What follows belongs to an exercise in optimizing a design on an open flow for small area; a production flow would make more cautious choices. Where RTL was checked, it was by simulation tests only, not by an equivalence proof against the original. Only the layout flow was run in run 4; the RTL was not checked for function there. Power figures rest on the tool's default switching activity, not on a simulated workload.

==> config.mk <==
export PLATFORM = sky130hd
export DESIGN_NAME = tse
export DESIGN_NICKNAME = tse
export VERILOG_FILES = /design/flow/design.v
export SDC_FILE = /design/flow/constraint.sdc
export NUM_CORES = 4
export LEC_CHECK = 0
export CAP_MARGIN = 0
export CORE_MARGIN = 2
export CORE_UTILIZATION = 70
export GPL_TIMING_DRIVEN = 0
export SLEW_MARGIN = 0
==> constraint.sdc <==
create_clock -name core_clock -period 20.0 [get_ports {clk}]
set_input_delay 4.0000 -clock core_clock [delete_from_list [all_inputs] [get_ports {clk}]]
set_output_delay 4.0000 -clock core_clock [all_outputs]
set_load 0.01 [all_outputs]
==> design.v <==
module tse (
    input  wire        clk,
    input  wire        rst,
    input  wire        req,
    input  wire        req_we,
    input  wire [8:0]  req_addr,
    input  wire [31:0] req_wdata,
    output reg         rsp_valid,
    output reg         rsp_err,
    output reg  [31:0] rsp_rdata
);
    localparam [2:0] E_NONE = 3'd0, E_CIV = 3'd1, E_OVF = 3'd2,
                     E_ILL  = 3'd3, E_EXH = 3'd4;
    reg  [2:0]  st_err;
    reg         st_trunc;
    reg  [4:0]  st_idx;
    reg         cfg_trunc;
    reg         z_argn, z_argw, z_res, z_date, z_time, z_yday;
    reg  [15:0] arg_n;
    reg  [4:0]  arg_w;
    reg  [15:0] result;
    reg  [31:0] ts_date;
    reg  [31:0] ts_time;
    reg  [15:0] ts_yday;
    reg  [1:0]  fcode;       
    reg  [5:0]  rd_ptr;
    reg  [1:0]  so_sym;
    reg  [5:0]  so_index;
    reg         popped;
    reg  [1:0]  psel;        
    reg  [1:0]  psym;        
    reg  [6:0]  ra;          
    reg         busy, fin;
    reg         prim;        
    reg         ppass;       
    reg         pq, pp;      
    reg         povf, ppar;  
    reg         pend_pop;    
    reg  [3:0]  k;
    reg  [3:0]  r1, r2, r3, r4, r5, r6;
    reg  [2:0]  r7;
    reg  [1:0]  ydwin, hwin, q2win;
    reg  [2:0]  mwin;
    reg         lp;
    wire        fvalid = fcode != 2'd3;
    wire [1:0]  fstd   = fvalid ? fcode : 2'd0;
    wire        fbpc   = fcode == 2'd2;
    wire [5:0] fidx = ra[6] ? ra[5:0] : rd_ptr;
    wire [3:0] h12    = {r6[3:2] + {1'b0, lp}, r6[1:0]};
    wire [5:0] bmin   = {mwin[1:0], r5};
    wire [3:0] bwd    = {mwin[2], r7};
    wire [5:0] bday   = {ydwin, r4};
    wire [6:0] yy7    = {r2, 3'b000} + {2'b00, r2, 1'b0} + {3'b000, r1};
    wire       p3     = ^{hwin, h12, bmin, bwd};
    wire       p4     = ^{bday, r3, yy7[5:0]};
    wire [37:0] bseq  = {hwin, 2'b00, h12, bmin, bwd, lp, p3, bday, r3, yy7[5:0], 1'b0, p4};
    reg [1:0] fsym;
    always @* begin
        fsym = 2'd0;
        if (fbpc) begin
            if (fidx <= 6'd18) fsym = bseq[37 - 2*fidx -: 2];
        end else if (fvalid) begin
            case (fidx)
                6'd0, 6'd9, 6'd19, 6'd29, 6'd39, 6'd49, 6'd59: fsym = 2'd2;
                6'd1:  fsym = {1'b0, mwin[2]};
                6'd2:  fsym = {1'b0, mwin[1]};
                6'd3:  fsym = {1'b0, mwin[0]};
                6'd5:  fsym = {1'b0, r5[3]};
                6'd6:  fsym = {1'b0, r5[2]};
                6'd7:  fsym = {1'b0, r5[1]};
                6'd8:  fsym = {1'b0, r5[0]};
                6'd12: fsym = {1'b0, hwin[1]};
                6'd13: fsym = {1'b0, hwin[0]};
                6'd15: fsym = {1'b0, r6[3]};
                6'd16: fsym = {1'b0, r6[2]};
                6'd17: fsym = {1'b0, r6[1]};
                6'd18: fsym = {1'b0, r6[0]};
                6'd22: fsym = {1'b0, ydwin[1]};
                6'd23: fsym = {1'b0, ydwin[0]};
                6'd25: fsym = {1'b0, r4[3]};
                6'd26: fsym = {1'b0, r4[2]};
                6'd27: fsym = {1'b0, r4[1]};
                6'd28: fsym = {1'b0, r4[0]};
                6'd30: fsym = {1'b0, r3[3]};
                6'd31: fsym = {1'b0, r3[2]};
                6'd32: fsym = {1'b0, r3[1]};
                6'd33: fsym = {1'b0, r3[0]};
                6'd36: fsym = {1'b0, ^{hwin, r6}};
                6'd37: fsym = {1'b0, ^{mwin, r5}};
                6'd40: fsym = {1'b0, fcode[0] & lp};
                6'd41: fsym = {1'b0, r2[3]};
                6'd42: fsym = {1'b0, r2[2]};
                6'd43: fsym = {1'b0, r2[1]};
                6'd44: fsym = {1'b0, r2[0]};
                6'd45: fsym = {1'b0, r1[3]};
                6'd46: fsym = {1'b0, r1[2]};
                6'd47: fsym = {1'b0, r1[1]};
                6'd48: fsym = {1'b0, r1[0]};
                6'd50: fsym = {1'b0, r7[2]};
                6'd51: fsym = {1'b0, r7[1]};
                6'd52: fsym = {1'b0, r7[0]};
                default: fsym = 2'd0;
            endcase
        end
    end
    reg [13:0] pulse;
    always @* begin
        case (psel)
            2'd0: case (psym)
                    2'd0:    pulse = {2'b01, 2'b00, 10'd800};
                    2'd1:    pulse = {2'b01, 2'b00, 10'd500};
                    default: pulse = {2'b01, 2'b00, 10'd200};
                  endcase
            2'd1: case (psym)
                    2'd0:    pulse = {2'b10, 2'b00, 10'd200};
                    2'd1:    pulse = {2'b10, 2'b00, 10'd500};
                    default: pulse = {2'b10, 2'b00, 10'd800};
                  endcase
            2'd2: case (psym)
                    2'd0:    pulse = {2'b10, 2'b00, 10'd100};
                    2'd1:    pulse = {2'b10, 2'b00, 10'd200};
                    2'd2:    pulse = {2'b10, 2'b00, 10'd300};
                    default: pulse = {2'b10, 2'b00, 10'd400};
                  endcase
            default: pulse = 14'd0;
        endcase
    end
    wire [7:0] flen = fbpc ? 8'd19 : fvalid ? 8'd60 : 8'd0;
    always @* begin
        if (ra[6]) begin
            rsp_rdata = {30'd0, fsym};
        end else begin
            case (ra[3:0])
                4'd1:  rsp_rdata = {16'd0, 3'd0, st_idx, 4'd0, st_trunc, st_err};
                4'd2:  rsp_rdata = {31'd0, cfg_trunc};
                4'd3:  rsp_rdata = {16'd0, arg_n & {16{~z_argn}}};
                4'd4:  rsp_rdata = {27'd0, arg_w & {5{~z_argw}}};
                4'd5:  rsp_rdata = {16'd0, result & {16{~z_res}}};
                4'd6:  rsp_rdata = ts_date & {32{~z_date}};
                4'd7:  rsp_rdata = ts_time & {32{~z_time}};
                4'd8:  rsp_rdata = {16'd0, ts_yday & {16{~z_yday}}};
                4'd9:  rsp_rdata = {8'd0, 2'd0, rd_ptr, 5'd0, fvalid, fvalid ? fstd : 2'd0, flen};
                4'd10: rsp_rdata = {14'd0, popped ? fstd : 2'd0, 2'd0, so_index, 6'd0, so_sym};
                4'd11: rsp_rdata = {18'd0, pulse};
                default: rsp_rdata = 32'd0;
            endcase
        end
    end
    wire       aligned  = req_addr[1:0] == 2'b00;
    wire       in_frame = req_addr[8] && req_addr[7:2] <= 6'd59;
    wire       in_ctrl  = !req_addr[8] && req_addr[7:2] <= 6'd11;
    wire       mapped   = aligned && (in_frame || in_ctrl);
    wire       wr       = req && req_we && aligned && in_ctrl;
    wire [3:0] wa       = req_addr[5:2];
    wire [3:0] op       = req_wdata[3:0];
    wire [1:0] stdf     = req_wdata[5:4];
    wire       res_zero = req_wdata[31:6] == 26'd0;
    wire       is_cmd   = wr && wa == 4'd0;
    wire       start    = is_cmd && res_zero && op == 4'h8 && stdf != 2'd3;
    wire       popc     = is_cmd && res_zero && op == 4'hA && stdf == 2'd0;
    wire        w_ok16 = !z_argw && (arg_w >= 5'd1) && (arg_w <= 5'd16);
    wire        w_ok8  = !z_argw && (arg_w >= 5'd1) && (arg_w <= 5'd8);
    wire        pstart = is_cmd && res_zero && stdf == 2'd0 &&
                         (((op == 4'h1 || op == 4'h3 || op == 4'h4) && w_ok16) ||
                          (op == 4'h2 && w_ok8));
    wire [5:0]  wq   = pq ? {arg_w, 1'b0} : {1'b0, arg_w};
    wire        pbit = !z_argn && arg_n[k];
    wire        inm  = {2'b00, k} < wq;
    wire        pfail = !pp && povf && !cfg_trunc;
    wire [7:0]  minute  = ts_time[15:8];
    wire [7:0]  hour    = ts_time[7:0];
    wire [7:0]  second  = ts_time[23:16];
    wire [7:0]  weekday = ts_time[31:24];
    wire [7:0]  day     = ts_date[31:24];
    wire [7:0]  month   = ts_date[23:16];
    wire        first16 = k == 4'd15;
    wire        first8  = k == 4'd7;
    wire        lo      = ~k[3];
    wire [15:0] dm      = {6'd0, day[5:0], month[3:0]};
    wire        yb      = !z_date && ts_date[k];
    wire        db      = fbpc ? (!z_date && dm[k]) : (!z_yday && ts_yday[k]);
    wire        mb      = !z_time && ((fbpc && k[2:0] == 3'd6) ? weekday[3] : minute[k[2:0]]);
    wire        hb      = !z_time && hour[k[2:0]];
    wire        wb      = !z_time && weekday[k[2:0]];
    function [4:0] d10;      
        input [3:0] r;
        input       b;
        input       div;
        reg         s;
        reg  [3:0]  rm;
        begin
            s  = div && (r >= 4'd5);
            rm = r - 4'd5;
            d10[3:1] = s ? rm[2:0] : r[2:0];
            d10[0]   = b;
            d10[4]   = div ? s : r[3];
        end
    endfunction
    wire [4:0] u1 = d10(first16 ? 4'd0 : r1, yb, 1'b1);
    wire [4:0] u2 = d10(first16 ? 4'd0 : r2, u1[4], 1'b1);
    wire [4:0] u3 = d10(first16 ? 4'd0 : r3, db, !fbpc);
    wire [4:0] u4 = d10(first16 ? 4'd0 : r4, u3[4], !fbpc);
    wire [4:0] u5 = d10(first8 ? 4'd0 : r5, mb, !fbpc);
    wire [4:0] u6 = d10(first8 ? 4'd0 : r6, hb, !fbpc);
    wire [3:0] t7 = {(first8 ? 3'd0 : r7), wb};
    wire [2:0] u7 = fbpc ? t7[2:0] : (t7 >= 4'd7) ? t7 - 4'd7 : t7[2:0];
    wire       yy_nz    = (r1 != 4'd0) || (r2 != 4'd0);
    wire       leap     = ((z_date || ts_date[1:0] == 2'd0) && yy_nz) || (!yy_nz && q2win == 2'd0);
    wire       pm       = !z_time && hour >= 8'd12;
    wire [1:0] p1       = z_time ? 2'd0 : (second == 8'd40) ? 2'd2 : (second == 8'd20) ? 2'd1 : 2'd0;
    wire       bovf_hr  = !z_time && hour >= 8'd28;
    wire       bovf_min = !z_time && minute >= 8'd64;
    wire       bovf_wd  = !z_time && weekday >= 8'd16;
    wire       bovf_day = !z_date && day >= 8'd64;
    wire       bovf_mon = !z_date && month >= 8'd16;
    wire       bovf_yy  = yy7     >= 7'd64;
    wire       jciv     = !z_time && second != 8'd0;
    wire       bpc_ok   = z_time || (second == 8'd0) || (second == 8'd20) || (second == 8'd40);
    wire       jovf_min = !z_time && minute >= 8'd80;
    wire       jovf_hr  = !z_time && hour >= 8'd40;
    wire       jovf_yd  = !z_yday && ts_yday >= 16'd400;
    task clear_all;
        begin
            st_err    <= E_NONE;
            st_trunc  <= 1'b0;
            st_idx    <= 5'd0;
            cfg_trunc <= 1'b0;
            z_argn    <= 1'b1;
            z_argw    <= 1'b1;
            z_res     <= 1'b1;
            z_date    <= 1'b1;
            z_time    <= 1'b1;
            z_yday    <= 1'b1;
            fcode     <= 2'd3;
            rd_ptr    <= 6'd0;
            so_sym    <= 2'd0;
            so_index  <= 6'd0;
            popped    <= 1'b0;
            psel      <= 2'd3;
        end
    endtask
    task set_status;
        input [2:0] err;
        input       trunc;
        input [4:0] idx;
        begin
            st_err   <= err;
            st_trunc <= trunc;
            st_idx   <= idx;
        end
    endtask
    task build_end;
        input       fail;
        input [2:0] err;
        input [4:0] idx;
        input       trunc;
        begin
            if (fail) begin
                set_status(err, 1'b0, idx);
                fcode <= 2'd3;
            end else begin
                set_status(E_NONE, trunc, 5'd0);
            end
        end
    endtask
    always @(posedge clk) begin
        if (wr) begin
            case (wa)
                4'd3: arg_n   <= req_wdata[15:0];
                4'd4: arg_w   <= req_wdata[4:0];
                4'd6: ts_date <= req_wdata;
                4'd7: ts_time <= req_wdata;
                4'd8: ts_yday <= req_wdata[15:0];
                default: ;
            endcase
        end
    end
    always @(posedge clk) begin
        ra <= {req_addr[8], req_addr[7:2]};
        if (busy && !prim) begin
            r1 <= u1[3:0];
            r2 <= u2[3:0];
            q2win <= {q2win[0], u2[4]};
            r3 <= u3[3:0];
            r4 <= u4[3:0];
            ydwin <= {ydwin[0], u4[4]};
            if (lo) begin
                r5 <= u5[3:0];
                mwin <= {mwin[1:0], u5[4]};
                r6 <= u6[3:0];
                hwin <= {hwin[0], u6[4]};
                r7 <= u7;
            end
        end
        if (fin && !prim) begin
            if (fbpc) begin
                hwin <= p1;
                lp   <= pm;
            end else begin
                lp   <= leap;
            end
        end
    end
    always @(posedge clk) begin
        if (rst) begin
            clear_all;
            busy      <= 1'b0;
            fin       <= 1'b0;
            prim      <= 1'b0;
            k         <= 4'd0;
            rsp_valid <= 1'b0;
            rsp_err   <= 1'b0;
            pend_pop  <= 1'b0;
        end else begin
            rsp_valid <= (req && !start && !popc && !pstart) || fin || pend_pop;
            pend_pop  <= popc;
            if (pend_pop) begin
                if (!fvalid || {2'b00, rd_ptr} >= flen)
                    set_status(E_EXH, 1'b0, 5'd0);
                else begin
                    set_status(E_NONE, 1'b0, 5'd0);
                    so_sym   <= fsym;
                    so_index <= rd_ptr;
                    popped   <= 1'b1;
                    psel <= fstd;
                    psym <= fsym;
                    rd_ptr   <= rd_ptr + 6'd1;
                end
            end
            rsp_err   <= req && !mapped;
            fin       <= busy && k == 4'd0 && (!prim || ppass);
            if (busy) begin
                k <= k - 4'd1;
                if (k == 4'd0) begin
                    if (prim && !ppass) ppass <= 1'b1;
                    else busy <= 1'b0;
                end
            end
            if (busy && prim) begin
                if (!ppass) begin
                    povf <= (k == 4'd15 ? 1'b0 : povf) | (pbit & ~inm);
                    ppar <= (k == 4'd15 ? 1'b0 : ppar) ^ (pbit & inm);
                end else if (!pfail) begin
                    result <= {result[14:0], pp ? (k == 4'd0 && ppar) : (pbit && inm)};
                end
            end
            if (fin && prim) begin
                prim <= 1'b0;
                if (pfail) set_status(E_OVF, 1'b0, 5'd0);
                else begin
                    set_status(E_NONE, !pp && povf, 5'd0);
                    z_res <= 1'b0;
                end
            end
            if (fin && !prim) begin
                if (fbpc) begin
                    if (!bpc_ok)                     build_end(1'b1, E_CIV, 5'd0, 1'b0);
                    else if (!cfg_trunc && bovf_hr)  build_end(1'b1, E_OVF, 5'd2, 1'b0);
                    else if (!cfg_trunc && bovf_min) build_end(1'b1, E_OVF, 5'd4, 1'b0);
                    else if (!cfg_trunc && bovf_wd)  build_end(1'b1, E_OVF, 5'd7, 1'b0);
                    else if (!cfg_trunc && bovf_day) build_end(1'b1, E_OVF, 5'd10, 1'b0);
                    else if (!cfg_trunc && bovf_mon) build_end(1'b1, E_OVF, 5'd13, 1'b0);
                    else if (!cfg_trunc && bovf_yy)  build_end(1'b1, E_OVF, 5'd15, 1'b0);
                    else build_end(1'b0, E_NONE, 5'd0,
                                   bovf_hr | bovf_min | bovf_wd | bovf_day | bovf_mon | bovf_yy);
                end else begin
                    if (jciv)            build_end(1'b1, E_CIV, 5'd0, 1'b0);
                    else if (!cfg_trunc && jovf_min) build_end(1'b1, E_OVF, 5'd1, 1'b0);
                    else if (!cfg_trunc && jovf_hr)  build_end(1'b1, E_OVF, 5'd12, 1'b0);
                    else if (!cfg_trunc && jovf_yd)  build_end(1'b1, E_OVF, 5'd22, 1'b0);
                    else build_end(1'b0, E_NONE, 5'd0, jovf_min | jovf_hr | jovf_yd);
                end
            end
            if (wr) begin
                case (wa)
                    4'd2: cfg_trunc <= req_wdata[0];
                    4'd3: z_argn    <= 1'b0;
                    4'd4: z_argw    <= 1'b0;
                    4'd6: z_date    <= 1'b0;
                    4'd7: z_time    <= 1'b0;
                    4'd8: z_yday    <= 1'b0;
                    4'd0: begin
                        if (!res_zero) begin
                            set_status(E_ILL, 1'b0, 5'd0);
                        end else if (op == 4'h8 || op == 4'h9) begin
                            if (stdf == 2'd3) begin
                                set_status(E_ILL, 1'b0, 5'd0);
                            end else if (op == 4'h9) begin
                                if (!z_argn && arg_n > (stdf == 2'd2 ? 16'd3 : 16'd2)) begin
                                    set_status(E_ILL, 1'b0, 5'd0);
                                end else begin
                                    set_status(E_NONE, 1'b0, 5'd0);
                                    psel <= stdf;
                                    psym <= arg_n[1:0] & {2{~z_argn}};
                                end
                            end else begin
                                busy     <= 1'b1;
                                k        <= 4'd15;
                                fcode    <= stdf;
                                rd_ptr   <= 6'd0;
                                so_sym   <= 2'd0;
                                so_index <= 6'd0;
                                popped   <= 1'b0;
                                psel     <= 2'd3;
                            end
                        end else if (stdf != 2'd0) begin
                            set_status(E_ILL, 1'b0, 5'd0);
                        end else begin
                            case (op)
                                4'h0: ;
                                4'h1, 4'h2, 4'h3, 4'h4: begin
                                    if (!pstart)
                                        set_status(E_ILL, 1'b0, 5'd0);
                                    else begin
                                        busy  <= 1'b1;
                                        k     <= 4'd15;
                                        prim  <= 1'b1;
                                        ppass <= 1'b0;
                                        pq    <= op == 4'h2;
                                        pp    <= op[2] || op == 4'h3;
                                    end
                                end
                                4'hA: ;   
                                4'hB: begin
                                    set_status(E_NONE, 1'b0, 5'd0);
                                    rd_ptr <= 6'd0;
                                end
                                4'hF: clear_all;
                                default: set_status(E_ILL, 1'b0, 5'd0);
                            endcase
                        end
                    end
                    default: ;
                endcase
            end
        end
    end
endmodule
==> flow/run.sh <==
#!/bin/bash
# Standard ORFS layout (the standard.sh) with two changes:
#  - plain buf_1 cells as the port buffers instead of delay buffers;
#  - clock tree built from clkbuf_4 cells without dummy balancing loads.
set -euo pipefail
export BUFFER_PORTS_ARGS="-buffer_cell sky130_fd_sc_hd__buf_1"
export CTS_ARGS="-sink_clustering_enable -repair_clock_nets -dont_use_dummy_load -buf_list sky130_fd_sc_hd__clkbuf_4 -sink_clustering_size 10 -sink_clustering_max_diameter 40"
bash standard.sh finish > standard_flow.log 2>&1
==> standard.sh <==
#!/bin/bash
# synth_recipe.tcl (not shown) runs the flow's synth.tcl, then flattens the netlist and writes it again
# the make line also repeats each setting of config.mk as NAME=value (left out here)
make -C /OpenROAD-flow-scripts/flow DESIGN_CONFIG=/design/flow/config.mk WORK_HOME=/design/flow/orfs CLKGATE_MAP_FILE= SYNTH_SCRIPT=/design/flow/synth_recipe.tcl "${@:-finish}"
==> flow_summary.ini, run 1 <==
[outcome]
status = complete, no violations

[layout]
area_growth_pct = 7.71
nFillCells = 1250
finalInstanceArea_sq_um = 13600
drive_gt1_share_pct = 8.43
final_util_pct = 76.3
nNetsFinal = 1411
mostFrequentLayoutCells = edfxtp_1, nand2_1, nor2_1
final_common_cell = edfxtp_1

[critical_path]
cp.required_ns = 16.00
worstPathMaxFanout = 6
r2r_cells = 14
worstSetupPathType = reg2out
cp.arrival_ns = 4.83
cp-startpoint = r2[0]
r2r_slack_ns = 15.78
startpoint_type = register
r2r_start = ra[6]
cp-end-kind = output port
reg2reg_to = psym[0]

[global_routing]
grt.total_usage_pct = 42.6
gr-total-overflow = 0
grt_max_degree = 19
antenna_found_initial = 1
grt_pass1_wl_um = 62400
grt_pass1_vias = 10700

[job]
maxCapViolCount = 0

[die]
fp.dieW_um = 138
io_pins = 79
die-height_um = 138
rows = 49
core_area_sq_um = 17800
start_util_pct = 70.8
die_area_sq_um = 19100

[clock_network]
cts_resized = 0
clkTransAtPathRegs_ns = 0.10
cts_num_sinks = 213
tritoncts = done
clk_path_buf_depth = 3
cts_inserted_buffers = 35
cts_root_buf = clkbuf_4
htree_levels = 2
hold_buffers = 0
postCtsSetupBuffers = 0
clk_latency_ns = 0.67

[yosys]
synth-main-ff-cell = edfxtp_1
synth-async-reset-ratio_pct = 0
synth.ff_latch_count = 213
syn_nets = 1290
syn-instance-count = 1186
synth.distinct_cells = 94
synth_area_sq_um = 12600
synth_edf_count = 159
seq_area_frac_synth_pct = 46.5
yosys_warnings = 1
avgSynthCellArea_sq_um = 10.6

[sta]
fmax_mhz = 113
fin_crit_sh_pct = 44.1
finalMaxSlewViolations = 0
skew_ns = 0.103
fin_crit_ns = 8.83
tightest_slew_ns = 1.15
slew_headroom_pct = 23.3
rsz0062_at_grt = no
hold_viol = 0
tns_ns = 0
setup_viol = 0

[drt]
routed_wirelength_um = 41200
drc = 0
wl_met1_um = 14200
vias = 11300
drt_pass1_iterations = 9
avgViaCountPerCell = 7.35
wl_met3_um = 5250
final_antenna_net_count = 0
top_layer = met4
wl_per_cell_um = 26.9
wl_met2_um = 18600
drtIter0Drc = 1735

[hold_path]
hp-class = reg2reg
hold-path-endpoint = result[14]
hold_depth = 0
worstHoldStart = result[13]

[power_and_ir_drop]
leakagePower_nw = 4.69
powerDensity_nw_per_um2 = 55.4
total_power_mw = 0.751
max-vdd-ir-drop_v = 0.0000723

[place]
place_hpwl_um = 31400
place_area_sq_um = 13300
port_buffers = 77
place_congestion = 1.03
[state kept, by name, indices dropped and copies added, names as in the netlist, 5 cells and up]
register  count
arg_w         5
so_index      6
ts_time      32
ts_date      32
ts_yday      16
result       16
arg_n        16
st_idx        5
rd_ptr        6
ra            7
[layout make-up]
class	instances	area (sq um)	share of cell area [%]
buffer	66	269	1.98
antenna	1	2.50	0.0184
multi-input combinational	858	6320	46.6
clock buffer	35	263	1.94
tap	229	287	2.11
inverter	49	184	1.36
sequential	213	5860	43.2
timing repair buffer	84	389	2.87
[metal layers]
layer | global-route usage, % | vias to the layer above
li1 | - | 4788
met1 | 53.5 | 5323
met2 | 66.7 | 934
met3 | 11.3 | 232
met4 | 25.9 | 0
met5 | 0 | -
[kinds of logic after synthesis]
| family | Yosys count | synth area share (%) |
|---|---|---|
| AO/OA/AOI/OAI | 290 | 16.5 |
| AND/OR/NAND/NOR | 392 | 15.5 |
| flip-flops | 213 | 46.5 |
| adder cells (fa/ha/maj) | 60 | 6.07 |
| buffers and inverters | 115 | 3.60 |
| multiplexers | 62 | 7.38 |
| XOR/XNOR | 54 | 4.47 |
[worst max path at each step]
| stage | slack, ns | endpoint |
|---|---|---|
| finish | 11.17 | rsp_rdata[0] |
| global route | 10.92 | rsp_rdata[0] |
| CTS | 11.15 | rsp_rdata[0] |
| detailed placement | 11.79 | rsp_rdata[0] |
| global placement | 10.37 | z_date |
| floorplan | 12.31 | rsp_rdata[0] |
[power breakdown]
group          internal, mW  switching, mW  total (mW)
sequential            0.473        0.00301       0.476
combinational        0.0157         0.0331      0.0488
clock                0.0806          0.146       0.226
[Yosys cell counts (6+ instances only)]
library cell | count | area [sq um]
edfxtp_1 | 159 | 4770
nand2_1 | 108 | 405
nor2_1 | 98 | 368
a21oi_1 | 57 | 285
ha_1 | 57 | 713
dfxtp_1 | 54 | 1080
clkbuf_1 | 48 | 180
inv_1 | 47 | 176
a22oi_1 | 36 | 270
o21ai_0 | 36 | 180
xnor2_1 | 34 | 298
mux2i_1 | 33 | 330
nand3_1 | 33 | 165
a31oi_1 | 28 | 175
mux4_2 | 23 | 518
nor3_1 | 23 | 115
nor4_1 | 23 | 144
a222oi_1 | 22 | 220
and3_1 | 17 | 106
nand2b_1 | 16 | 100
a22o_1 | 13 | 114
nand4_1 | 13 | 81.3
xor2_1 | 13 | 114
o211ai_1 | 11 | 82.6
nor2b_1 | 10 | 62.6
nor3b_1 | 10 | 75.1
a221oi_1 | 9 | 78.8
buf_1 | 8 | 30.0
buf_2 | 8 | 40.0
o22ai_1 | 8 | 50.1
and2_1 | 7 | 43.8
a211oi_1 | 6 | 45.0
xnor3_1 | 6 | 135
[metrics by stage]
| step | cells | hold WS (ns) | worst slack, ns |
|---|---|---|---|
| final | 1535 | 0.468 | 11.17 |
| after global routing | 1535 | 0.459 | 10.92 |
| after CTS | 1534 | 0.449 | 11.15 |
| after detailed placement | 1499 | 0.447 | 11.79 |
| after global placement | 1492 | 0.430 | 10.37 |
| after floorplan | 1186 | 0.416 | 12.31 |
[worst max-delay path, stage by stage (launching register included)]
cell	delay, ns
edfxtp_1	0.53
fa_1	0.53
ha_1	0.31
a21o_1	0.19
a21oi_1	0.17
xnor2_1	0.18
inv_1	0.08
ha_1	0.30
xnor2_1	0.19
xnor3_1	0.36
xnor2_1	0.17
a311oi_1	0.12
or4_1	0.42
a21bo_1	0.22
and3_1	0.18
o21ai_2	0.13
buf_1	0.19
==> inputs of run 2 (changes only) <==
--- a/config.mk
+++ b/config.mk
@@ -7,6 +7,5 @@
 export LEC_CHECK = 0
 export CAP_MARGIN = 0
 export CORE_MARGIN = 2
-export CORE_UTILIZATION = 70
-export GPL_TIMING_DRIVEN = 0
+export CORE_UTILIZATION = 60
 export SLEW_MARGIN = 0
==> run 2 against run 1 <==
  * Critical path depth did not move
  * Sequential cell count did not move
  * Worst setup slack got worse by 0.084 ns
  * Via count fell by 6.5%
  * Synthesized cell count did not move
  * Largest cell class unchanged
  * Global-route usage fell by 7.0 points
  * Combinational power fell by 5.1%
  * Worst hold slack got worse by 0.066 ns
==> flow_summary.ini, run 2 <==
[critical_path]
r2r_slack_ns = 15.77
worstSetupPathType = reg2out
cpMostUsedCell = xnor2_1
cp.required_ns = 16.00
worstPathCellList = fa_1, ha_1, a21o_1, a21oi_1, xnor2_1, inv_1, ha_1, xnor2_1, xnor3_1, xnor2_1, a311oi_1, or4_1, a21bo_1, and3_1, o21ai_2, buf_1
cp-end-kind = output port
crit_cells = 16
critical-path-top-delay-family = adder cells
crit_buf_inv = 2
startpoint_type = register
cp-startpoint = r2[0]
endpoint = rsp_rdata[0]
cp.arrival_ns = 4.91
worstPathMaxFanout = 6
crit_slowest_cell = edfxtp_1
slowest_delay_ns = 0.52
r2r_cells = 15
reg2reg_to = psym[0]
r2r_start = r2[0]

[sta]
slew_headroom_pct = 24.5
skew_ns = 0.103
tightest_slew_ns = 1.13
tns_ns = 0
finalMaxSlewViolations = 0
fmax_mhz = 112
hold_viol = 0
fin_crit_sh_pct = 44.6
setup_viol = 0
rsz0062_at_grt = no
fin_crit_ns = 8.91

[die]
fp.dieW_um = 149
die-height_um = 149
die_area_sq_um = 22200
core_area_sq_um = 20800
start_util_pct = 60.5
rows = 53
io_pins = 79

[clock_network]
cts_num_sinks = 213
postCtsSetupBuffers = 0
clkTransAtPathRegs_ns = 0.12
clk_path_buf_depth = 3
cts_resized = 0
cts_root_buf = clkbuf_4
tritoncts = done
htree_levels = 1
cts_inserted_buffers = 31
hold_buffers = 0
clk_latency_ns = 0.75

[drt]
wl_per_cell_um = 26.0
drt_pass1_iterations = 14
vias = 10500
drtIter0Drc = 1170
final_antenna_net_count = 0
routed_wirelength_um = 39700
avgViaCountPerCell = 6.91
drc = 0

[power_and_ir_drop]
leakagePower_nw = 4.61
powerDensity_nw_per_um2 = 54.9
max-vdd-ir-drop_v = 0.0000560

[place]
port_buffers = 78
place_hpwl_um = 29200
place_congestion = 1.01
place_area_sq_um = 13200

[yosys]
seq_area_frac_synth_pct = 46.5
synth_edf_count = 159
yosysTopAreaCell = edfxtp_1
yosys-top-cells-count = edfxtp_1, nand2_1, nor2_1
synthTopCellsByArea = edfxtp_1, dfxtp_1, ha_1
synth-main-ff-cell = edfxtp_1
yosys_warnings = 1
syn_nets = 1290
syn-instance-count = 1186
synth.distinct_cells = 94
synth.ff_latch_count = 213
avgSynthCellArea_sq_um = 10.6
synth_area_sq_um = 12600
synth.most_common_cell = edfxtp_1
synth_top_cell_area_share_pct = 37.9
synth-async-reset-ratio_pct = 0

[global_routing]
grt_pass1_wl_um = 59100
grt_pass1_vias = 9804
grt_max_degree = 33
gr-total-overflow = 0
antenna_found_initial = 4
grt.total_usage_pct = 35.6

[layout]
mostFrequentLayoutCells = edfxtp_1, nand2_1, nor2_1
regArea_sq_um = 5860
finalInstanceArea_sq_um = 13400
area_growth_pct = 6.33
multi_input_area_sq_um = 6330
drive_gt1_share_pct = 8.89
nNetsFinal = 1355
top_regs = ts_date x32, ts_time x32
final_common_cell = edfxtp_1
nFillCells = 1721

[outcome]
status = complete, no violations

[job]
maxCapViolCount = 0

[hold_path]
hp-class = reg2reg
run 2: cell counts after synthesis:
No cell type changed its count.
run 2: area by class of cell:
cell class / instances / share of cell area [%]
diodes: 2 / 0.0374
clock buffers: 31 / 1.74
inverters: 49 / 1.37
multi-input cells: 858 / 47.3
flip-flops and latches: 213 / 43.7
well taps: 275 / 2.57
repair buffers: 98 / 3.31
run 2: logic make-up after synthesis:
| family | synth area share (%) |
|---|---|
| simple gates | 15.5 |
| compound gates | 16.5 |
| flops | 46.5 |
| buf+inv | 3.60 |
| mux | 7.38 |
| fa+ha+maj | 6.07 |
| xor+xnor | 4.47 |
run 2: worst reg2reg max path, cell delays in order, from the launching register on:
cell	delay, ns
edfxtp_1	0.52
fa_1	0.52
ha_1	0.31
a21o_1	0.18
a21oi_1	0.16
xnor2_1	0.16
inv_1	0.07
ha_1	0.30
xnor2_1	0.22
xnor3_1	0.37
xnor2_1	0.14
a311oi_1	0.33
or4_1	0.17
a21bo_1	0.13
nand4_1	0.15
a22o_1	0.24
run 2: power by group:
group	switching (mW)	leakage (nW)	total [mW]	internal, mW
clock network	0.142	0.143	0.213	0.0704
registers	0.00315	1.87	0.476	0.473
logic	0.0312	2.60	0.0463	0.0152
total	0.177	4.61	0.736	0.559
run 2: routing by layer:
layer / track usage [%] / share of wire [%] / up-vias
met3: 6.94 / 10 / 121
met2: 56.3 / 45 / 659
met5: 0 / 0.033 / -
met4: 14.3 / 4.9 / 2
li1: - / - / 4676
met1: 48.7 / 39 / 5082
run 2: worst min-delay path by stage:
stage | start | to | slack [ns] | cells past startpoint
2_1_floorplan | z_res | z_res | 0.42 | 2
3_3_place_gp | q2win[0] | q2win[1] | 0.43 | 0
3_5_place_dp | q2win[0] | q2win[1] | 0.44 | 0
4_1_cts | result[2] | result[3] | 0.41 | 0
5_1_grt | result[2] | result[3] | 0.41 | 0
6_report | result[2] | result[3] | 0.40 | 0
run 2: stage by stage:
stage | power (mW) | hold slack, ns | utilization [%] | setup WS, ns | std cells
2_1_floorplan | 0.514 | 0.416 | - | 12.31 | 1186
3_3_place_gp | 0.531 | 0.433 | 63.2 | 11.96 | 1493
3_5_place_dp | 0.531 | 0.444 | 63.2 | 11.86 | 1493
4_1_cts | 0.737 | 0.411 | 64.3 | 11.06 | 1524
5_1_grt | 0.759 | 0.412 | 64.3 | 10.85 | 1526
6_report | 0.736 | 0.402 | 64.3 | 11.09 | 1526
==> inputs of run 3 (changes only) <==
==> flow/run.sh (replaced) <==
#!/bin/bash
# Standard ORFS layout (the standard.sh) with two changes:
#  - plain buf_1 cells as the port buffers instead of delay buffers;
#  - clock tree built from clkbuf_8 cells without dummy balancing loads.
set -euo pipefail
export BUFFER_PORTS_ARGS="-buffer_cell sky130_fd_sc_hd__buf_1"
export CTS_ARGS="-sink_clustering_enable -repair_clock_nets -dont_use_dummy_load -buf_list sky130_fd_sc_hd__clkbuf_8 -sink_clustering_size 16 -sink_clustering_max_diameter 55"
bash standard.sh finish > standard_flow.log 2>&1
==> run 3 against run 2 <==
  * Final cell count decreased by 0.66%
  * Clock power increased by 13%
  * Die area unchanged
  * Sequential share of layout area decreased by 0.22 points
  * Combinational power about the same
  * Largest cell class unchanged
  * Still clean on timing, DRC and antenna
  * Total power increased by 3.7%
==> flow_summary.ini, run 3 <==
[outcome]
status = complete, no violations

[yosys]
synth.distinct_cells = 94
synth-main-ff-cell = edfxtp_1
synth_area_sq_um = 12600
yosysTopAreaCell = edfxtp_1
avgSynthCellArea_sq_um = 10.6
synth_top_cell_area_share_pct = 37.9
yosys_warnings = 1
yosys-top-cells-count = edfxtp_1, nand2_1, nor2_1
synth.ff_latch_count = 213
synthTopCellsByArea = edfxtp_1, dfxtp_1, ha_1
synth.most_common_cell = edfxtp_1
synth-async-reset-ratio_pct = 0
seq_area_frac_synth_pct = 46.5
syn_nets = 1290
synth_edf_count = 159
syn-instance-count = 1186

[critical_path]
r2r_cells = 15
crit_buf_inv = 2
crit_cells = 16
cpMostUsedCell = xnor2_1
cp.arrival_ns = 4.76
cp.required_ns = 16.00
worstPathMaxFanout = 6
slowest_delay_ns = 0.52
critical-path-top-delay-family = adder cells
startpoint_type = register
cp-end-kind = output port
crit_slowest_cell = edfxtp_1
worstSetupPathType = reg2out
worstPathCellList = fa_1, ha_1, a21o_1, a21oi_1, xnor2_1, inv_1, ha_1, xnor2_1, xnor3_1, xnor2_1, a311oi_1, or4_1, a21bo_1, and3_1, o21ai_2, buf_1

[drt]
wl_per_cell_um = 26.1
final_antenna_net_count = 0
avgViaCountPerCell = 6.89
drc = 0
routed_wirelength_um = 39500
drt_pass1_iterations = 9
drtIter0Drc = 1534
vias = 10400

[sta]
setup_viol = 0
fmax_mhz = 114
slew_headroom_pct = 24.6
hold_viol = 0
tns_ns = 0
finalMaxSlewViolations = 0
skew_ns = 0.0519
fin_crit_ns = 8.76
holdWs_ns = 0.449
tightest_slew_ns = 1.13
fin_crit_sh_pct = 43.8
rsz0062_at_grt = no

[die]
rows = 53
die-height_um = 149
core_area_sq_um = 20800
die_area_sq_um = 22200
start_util_pct = 60.5
io_pins = 79
fp.dieW_um = 149

[layout]
final_util_pct = 64.6
final_common_cell = edfxtp_1
mostFrequentLayoutCells = edfxtp_1, nand2_1, nor2_1
area_growth_pct = 6.86
regArea_sq_um = 5860
top_regs = ts_date x32, ts_time x32
drive_gt1_share_pct = 8.23
nFillCells = 1699
finalInstanceArea_sq_um = 13500
multi_input_area_sq_um = 6330
nNetsFinal = 1346

[clock_network]
cts_num_sinks = 213
clk_latency_ns = 0.54
clkTransAtPathRegs_ns = 0.09
tritoncts = done
clk_path_buf_depth = 3
cts_inserted_buffers = 22
cts_resized = 0
hold_buffers = 0
postCtsSetupBuffers = 0
htree_levels = 1
cts_root_buf = clkbuf_8

[power_and_ir_drop]
powerDensity_nw_per_um2 = 56.7
total_power_mw = 0.763
leakagePower_nw = 4.63
max-vdd-ir-drop_v = 0.0000519

[global_routing]
antenna_found_initial = 2
gr-total-overflow = 0
grt.total_usage_pct = 35.6
grt_pass1_vias = 9760
grt_pass1_wl_um = 59100
grt_max_degree = 33

[place]
port_buffers = 78
place_congestion = 1.01
place_area_sq_um = 13200
place_hpwl_um = 29200

[hold_path]
hold_depth = 0
hp-class = reg2reg

[job]
maxCapViolCount = 0
==> run 3: cell count changes in the layout (fill, tap and decap cells not counted) <==
cell	change
diode_2	-1
clkbuf_4	-31
clkbuf_8	+22
==> run 3: cells by family after synthesis <==
| group | share of synthesized area (%) |
|---|---|
| AO/OA/AOI/OAI | 16.5 |
| XOR/XNOR | 4.47 |
| adder cells (fa/ha/maj) | 6.07 |
| buffers and inverters | 3.60 |
| flip-flops | 46.5 |
| multiplexers | 7.38 |
| AND/OR/NAND/NOR | 15.5 |
==> run 3: worst paths after layout <==
path / start / end / slack (ns)
max: r2[0] / rsp_rdata[0] / 11.24
min: result[1] / result[2] / 0.45
max reg2reg: r2[0] / psym[0] / 15.74
min reg2reg: result[1] / result[2] / 0.45
==> run 3: report_power, final <==
group | internal [mW] | switching, mW
clock network | 0.0981 | 0.142
logic | 0.0152 | 0.0311
registers | 0.473 | 0.00313
==> run 3: layer usage <==
layer	track usage, %	routed length (um)
met2	56.0	18000
met1	49.2	15400
met3	6.06	4230
met4	14.9	1890
met5	0	13
==> run 3: final cells by class <==
class                           count  area share (%)
Antenna cell                        1          0.0186
Timing Repair Buffer               98            3.29
Multi-Input combinational cell    858            47.0
Inverter                           49            1.37
Tap cell                          275            2.56
Clock buffer                       22            2.25
Sequential cell                   213            43.5
==> run 3: stage by stage <==
stage	cells	setup slack [ns]
global route	1515	10.99
global placement	1493	11.96
CTS	1515	11.24
detailed placement	1493	11.86
finish	1516	11.24
floorplan	1186	12.31
==> inputs of run 4 (changes only) <==
--- a/design.v
+++ b/design.v
@@ -32,11 +32,11 @@
     reg  [6:0]  ra;          
     reg         busy, fin;
     reg         prim;        
-    reg         ppass;       
     reg         pq, pp;      
     reg         povf, ppar;  
     reg         pend_pop;    
-    reg  [3:0]  k;
+    reg  [4:0]  k;           
+    wire [3:0]  kb = k[3:0];
     reg  [3:0]  r1, r2, r3, r4, r5, r6;
     reg  [2:0]  r7;
     reg  [1:0]  ydwin, hwin, q2win;
@@ -105,23 +105,23 @@
     end
     reg [13:0] pulse;
     always @* begin
-        case (psel)
-            2'd0: case (psym)
-                    2'd0:    pulse = {2'b01, 2'b00, 10'd800};
-                    2'd1:    pulse = {2'b01, 2'b00, 10'd500};
-                    default: pulse = {2'b01, 2'b00, 10'd200};
-                  endcase
-            2'd1: case (psym)
-                    2'd0:    pulse = {2'b10, 2'b00, 10'd200};
-                    2'd1:    pulse = {2'b10, 2'b00, 10'd500};
-                    default: pulse = {2'b10, 2'b00, 10'd800};
-                  endcase
-            2'd2: case (psym)
-                    2'd0:    pulse = {2'b10, 2'b00, 10'd100};
-                    2'd1:    pulse = {2'b10, 2'b00, 10'd200};
-                    2'd2:    pulse = {2'b10, 2'b00, 10'd300};
-                    default: pulse = {2'b10, 2'b00, 10'd400};
-                  endcase
+        case ({psel, psym})
+            4'd0: pulse = 14'd4896;
+            4'd1: pulse = 14'd4596;
+            4'd2: pulse = 14'd4296;
+            4'd3: pulse = 14'd4296;
+            4'd4: pulse = 14'd8392;
+            4'd5: pulse = 14'd8692;
+            4'd6: pulse = 14'd8992;
+            4'd7: pulse = 14'd8992;
+            4'd8: pulse = 14'd8292;
+            4'd9: pulse = 14'd8392;
+            4'd10: pulse = 14'd8492;
+            4'd11: pulse = 14'd8592;
+            4'd12: pulse = 14'd0;
+            4'd13: pulse = 14'd0;
+            4'd14: pulse = 14'd0;
+            4'd15: pulse = 14'd0;
             default: pulse = 14'd0;
         endcase
     end
@@ -164,8 +164,8 @@
                          (((op == 4'h1 || op == 4'h3 || op == 4'h4) && w_ok16) ||
                           (op == 4'h2 && w_ok8));
     wire [5:0]  wq   = pq ? {arg_w, 1'b0} : {1'b0, arg_w};
-    wire        pbit = !z_argn && arg_n[k];
-    wire        inm  = {2'b00, k} < wq;
+    wire        pbit = !z_argn && arg_n[kb];
+    wire        inm  = {2'b00, kb} < wq;
     wire        pfail = !pp && povf && !cfg_trunc;
     wire [7:0]  minute  = ts_time[15:8];
     wire [7:0]  hour    = ts_time[7:0];
@@ -173,12 +173,12 @@
     wire [7:0]  weekday = ts_time[31:24];
     wire [7:0]  day     = ts_date[31:24];
     wire [7:0]  month   = ts_date[23:16];
-    wire        first16 = k == 4'd15;
-    wire        first8  = k == 4'd7;
+    wire        first16 = kb == 4'd15;
+    wire        first8  = kb == 4'd7;
     wire        lo      = ~k[3];
     wire [15:0] dm      = {6'd0, day[5:0], month[3:0]};
-    wire        yb      = !z_date && ts_date[k];
-    wire        db      = fbpc ? (!z_date && dm[k]) : (!z_yday && ts_yday[k]);
+    wire        yb      = !z_date && ts_date[kb];
+    wire        db      = fbpc ? (!z_date && dm[kb]) : (!z_yday && ts_yday[kb]);
     wire        mb      = !z_time && ((fbpc && k[2:0] == 3'd6) ? weekday[3] : minute[k[2:0]]);
     wire        hb      = !z_time && hour[k[2:0]];
     wire        wb      = !z_time && weekday[k[2:0]];
@@ -307,7 +307,7 @@
             busy      <= 1'b0;
             fin       <= 1'b0;
             prim      <= 1'b0;
-            k         <= 4'd0;
+            k         <= 5'd0;
             rsp_valid <= 1'b0;
             rsp_err   <= 1'b0;
             pend_pop  <= 1'b0;
@@ -328,20 +328,17 @@
                 end
             end
             rsp_err   <= req && !mapped;
-            fin       <= busy && k == 4'd0 && (!prim || ppass);
+            fin       <= busy && k == 5'd0;
             if (busy) begin
-                k <= k - 4'd1;
-                if (k == 4'd0) begin
-                    if (prim && !ppass) ppass <= 1'b1;
-                    else busy <= 1'b0;
-                end
+                k <= k - 5'd1;
+                if (k == 5'd0) busy <= 1'b0;
             end
             if (busy && prim) begin
-                if (!ppass) begin
-                    povf <= (k == 4'd15 ? 1'b0 : povf) | (pbit & ~inm);
-                    ppar <= (k == 4'd15 ? 1'b0 : ppar) ^ (pbit & inm);
+                if (k[4]) begin
+                    povf <= (first16 ? 1'b0 : povf) | (pbit & ~inm);
+                    ppar <= (first16 ? 1'b0 : ppar) ^ (pbit & inm);
                 end else if (!pfail) begin
-                    result <= {result[14:0], pp ? (k == 4'd0 && ppar) : (pbit && inm)};
+                    result <= {result[14:0], pp ? (kb == 4'd0 && ppar) : (pbit && inm)};
                 end
             end
             if (fin && prim) begin
@@ -395,7 +392,7 @@
                                 end
                             end else begin
                                 busy     <= 1'b1;
-                                k        <= 4'd15;
+                                k        <= 5'd15;
                                 fcode    <= stdf;
                                 rd_ptr   <= 6'd0;
                                 so_sym   <= 2'd0;
@@ -413,9 +410,8 @@
                                         set_status(E_ILL, 1'b0, 5'd0);
                                     else begin
                                         busy  <= 1'b1;
-                                        k     <= 4'd15;
+                                        k     <= 5'd31;
                                         prim  <= 1'b1;
-                                        ppass <= 1'b0;
                                         pq    <= op == 4'h2;
                                         pp    <= op[2] || op == 4'h3;
                                     end
==> flow/run.sh (replaced) <==
#!/bin/bash
# Standard ORFS layout (the standard.sh) with two changes:
#  - plain buf_1 cells as the port buffers instead of delay buffers;
#  - clock tree built from clkbuf_4 cells without dummy balancing loads.
set -euo pipefail
export BUFFER_PORTS_ARGS="-buffer_cell sky130_fd_sc_hd__buf_1"
export CTS_ARGS="-sink_clustering_enable -repair_clock_nets -dont_use_dummy_load -buf_list sky130_fd_sc_hd__clkbuf_4 -sink_clustering_size 10 -sink_clustering_max_diameter 40"
bash standard.sh finish > standard_flow.log 2>&1
==> run 4 against run 3 <==
  * Still clean on timing, DRC and antenna
  * Worst setup slack got worse by 0.36 ns
  * Maximum frequency fell by 4.0%
  * Worst hold slack worse by 0.0056 ns
  * Critical path type unchanged
==> flow_summary.ini, run 4 <==
[outcome]
status = complete, no violations

[layout]
drive_gt1_share_pct = 9.22
fin_cells = 1546
mostFrequentLayoutCells = edfxtp_1, nand2_1, nor2_1
top_regs = ts_date x32, ts_time x32
final_common_cell = edfxtp_1
area_growth_pct = 6.18
nNetsFinal = 1370

[drt]
wl_per_cell_um = 25.0
final_antenna_net_count = 0
drtIter0Drc = 918
vias = 10500
routed_wirelength_um = 38700
drc = 0
drt_pass1_iterations = 7
avgViaCountPerCell = 6.78

[clock_network]
tritoncts = done
htree_levels = 2
cts_inserted_buffers = 34
cts_resized = 0
cts_num_sinks = 213
clk_path_buf_depth = 3
clkTransAtPathRegs_ns = 0.10
cts_root_buf = clkbuf_4
hold_buffers = 0
postCtsSetupBuffers = 0
clk_latency_ns = 0.67

[yosys]
synth_edf_count = 158
synth.distinct_cells = 87
syn-instance-count = 1208
synth.ff_latch_count = 213
seq_area_frac_synth_pct = 46.2
yosys_warnings = 1
syn_nets = 1307
synth.most_common_cell = edfxtp_1
synth_top_cell_area_share_pct = 37.5
yosys-top-cells-count = edfxtp_1, nand2_1, nor2_1
synth_area_sq_um = 12700
synth-async-reset-ratio_pct = 0
avgSynthCellArea_sq_um = 10.5
synthTopCellsByArea = edfxtp_1, dfxtp_1, ha_1
yosysTopAreaCell = edfxtp_1
synth-main-ff-cell = edfxtp_1

[place]
place_inst = 1510
place_hpwl_um = 28200
port_buffers = 78
pre_cts_slack_ns = 11.66
place_congestion = 0.958

[critical_path]
cp.required_ns = 16.00
worstPathCellList = mux2i_2, buf_4, inv_1, ha_1, xnor2_1, xnor2_1, nand2_1, nand3_1, nand3_1, a2111oi_0, o21ai_1, o21ai_1, buf_1
worstSetupPathType = reg2out
cp-end-kind = output port
r2r_start = ra[6]
reg2reg_to = psym[0]
worstPathMaxFanout = 23
startpoint_type = register
cp.arrival_ns = 5.12
slowest_delay_ns = 0.90
r2r_cells = 12
r2r_slack_ns = 15.42
crit_slowest_cell = dfxtp_1

[die]
die-height_um = 149
die_area_sq_um = 22300
io_pins = 79
fp.dieW_um = 149
rows = 53
start_util_pct = 60.6
core_area_sq_um = 20900

[global_routing]
antenna_found_initial = 2
grt.total_usage_pct = 34.6
grt_pass1_vias = 9940
gr-total-overflow = 0
grt_max_degree = 34
grt_pass1_wl_um = 57800

[sta]
slew_headroom_pct = 18.8
hold_viol = 0
setup_ws_ns = 10.88
finalMaxSlewViolations = 0
rsz0062_at_grt = no
tightest_slew_ns = 1.20
setup_viol = 0
fmax_mhz = 110
fin_crit_ns = 9.12
fin_crit_sh_pct = 45.6
holdWs_ns = 0.443
tns_ns = 0
skew_ns = 0.0781

[power_and_ir_drop]
leakagePower_nw = 4.64
powerDensity_nw_per_um2 = 55.6
max-vdd-ir-drop_v = 0.0000486

[hold_path]
hold-path-endpoint = result[10]
hold_depth = 0
hp-class = reg2reg
worstHoldStart = result[9]

[job]
maxCapViolCount = 0
==> run 4: changes by cell type after synthesis, moves of 5 or more <==
cell / change
a21o_1: +6
a21oi_1: +7
a222oi_1: -7
a22oi_1: +9
and2_1: +5
and3_1: -7
ha_1: -5
mux2i_1: -9
nand3_1: +6
nor2_1: +12
nor3_1: +5
o211ai_1: -5
xor2_1: -5
==> run 4: worst max path at each step <==
stage | start | end | slack, ns
2_1_floorplan | req_addr[1] | ts_date[0] | 12.45
6_report | ra[6] | rsp_rdata[1] | 10.88
3_5_place_dp | ra[6] | rsp_rdata[1] | 11.66
4_1_cts | ra[6] | rsp_rdata[1] | 10.97
3_3_place_gp | ra[6] | rsp_rdata[1] | 11.80
5_1_grt | ra[6] | rsp_rdata[1] | 10.51
==> run 4: worst max-delay path: cells and delay by family, from the launching register on <==
| kind | cells | cell delay (ns) |
|---|---|---|
| compound gates | 3 | 0.86 |
| fa+ha+maj | 1 | 0.45 |
| flops | 1 | 0.90 |
| simple gates | 3 | 0.31 |
| xor+xnor | 2 | 0.95 |
| buf+inv | 3 | 0.71 |
| mux | 1 | 0.29 |
==> run 4: cell type report <==
class / count / area, sq um
Multi-Input combinational cell: 875 / 6360
Tap cell: 275 / 344
Inverter: 49 / 184
Timing Repair Buffer: 98 / 443
Sequential cell: 213 / 5850
Antenna cell: 2 / 5.00
Clock buffer: 34 / 255
Fill cell: 1736 / 7450
==> run 4: routing by layer <==
metal / track usage (%) / share of wire, % / vias up
met5: 0 / 0 / -
met4: 13.2 / 3.8 / 0
met3: 6.73 / 9.7 / 107
met2: 57.6 / 48 / 611
met1: 45.0 / 38 / 5031
li1: - / - / 4739
==> run 4: cells by family after synthesis <==
group	synth area share (%)
flip-flops	46.2
buffers and inverters	3.89
multiplexers	6.92
AO/OA/AOI/OAI	17.1
adder cells (fa/ha/maj)	5.46
AND/OR/NAND/NOR	15.9
XOR/XNOR	4.51
==> run 4: where the power goes <==
group,leakage (nW),switching (mW),total (mW),internal (mW)
sequential,1.86,0.00340,0.476,0.473
combinational,2.62,0.0323,0.0481,0.0158
clock,0.156,0.144,0.223,0.0784
==> run 4: through the flow <==
stage	cell area, sq um	total power, mW	util, %
after detailed placement	13200	0.533	63.1
after floorplan	12700	0.516	-
after CTS	13400	0.748	64.3
after global routing	13400	0.776	64.3
after global placement	13200	0.533	63.1
final	13400	0.747	64.3

-- static timing again, ports no longer ideal --
The flow's constraints put no driver on any port. The routed layouts listed below were extracted and timed again, unchanged, in two steps.
Step 1 sets driving cells, clkbuf_16 on the clock port and buf_2 on the other inputs (assumed; they add their load-dependent delay and slew).
Step 2 moves the port delays by t, midway between the first and last clock arrival at a register: inputs arrive t later, outputs are due t later. That takes back most of the time a late clock gives input paths.
a / b / c = no drivers / after step 1 / after step 2; a / b = the first two.
| run | t, ns | slack for setup (ns) | hold WS [ns] | slew at the worst register clock pin (ns) |
|---|---|---|---|---|
| run 1 | 0.662 | 11.171 / 11.126 / 11.789 | 0.468 / 0.468 / 0.468 | 0.11 / 0.11 |
| run 2 | 0.752 | 11.087 / 11.042 / 11.794 | 0.402 / 0.402 / 0.402 | 0.12 / 0.12 |
| run 3 | 0.562 | 11.242 / 11.197 / 11.759 | 0.449 / 0.449 / 0.449 | 0.10 / 0.10 |
| run 4 | 0.671 | 10.879 / 10.834 / 11.505 | 0.443 / 0.443 / 0.443 | 0.11 / 0.11 |
After both steps every run listed still meets setup and hold.
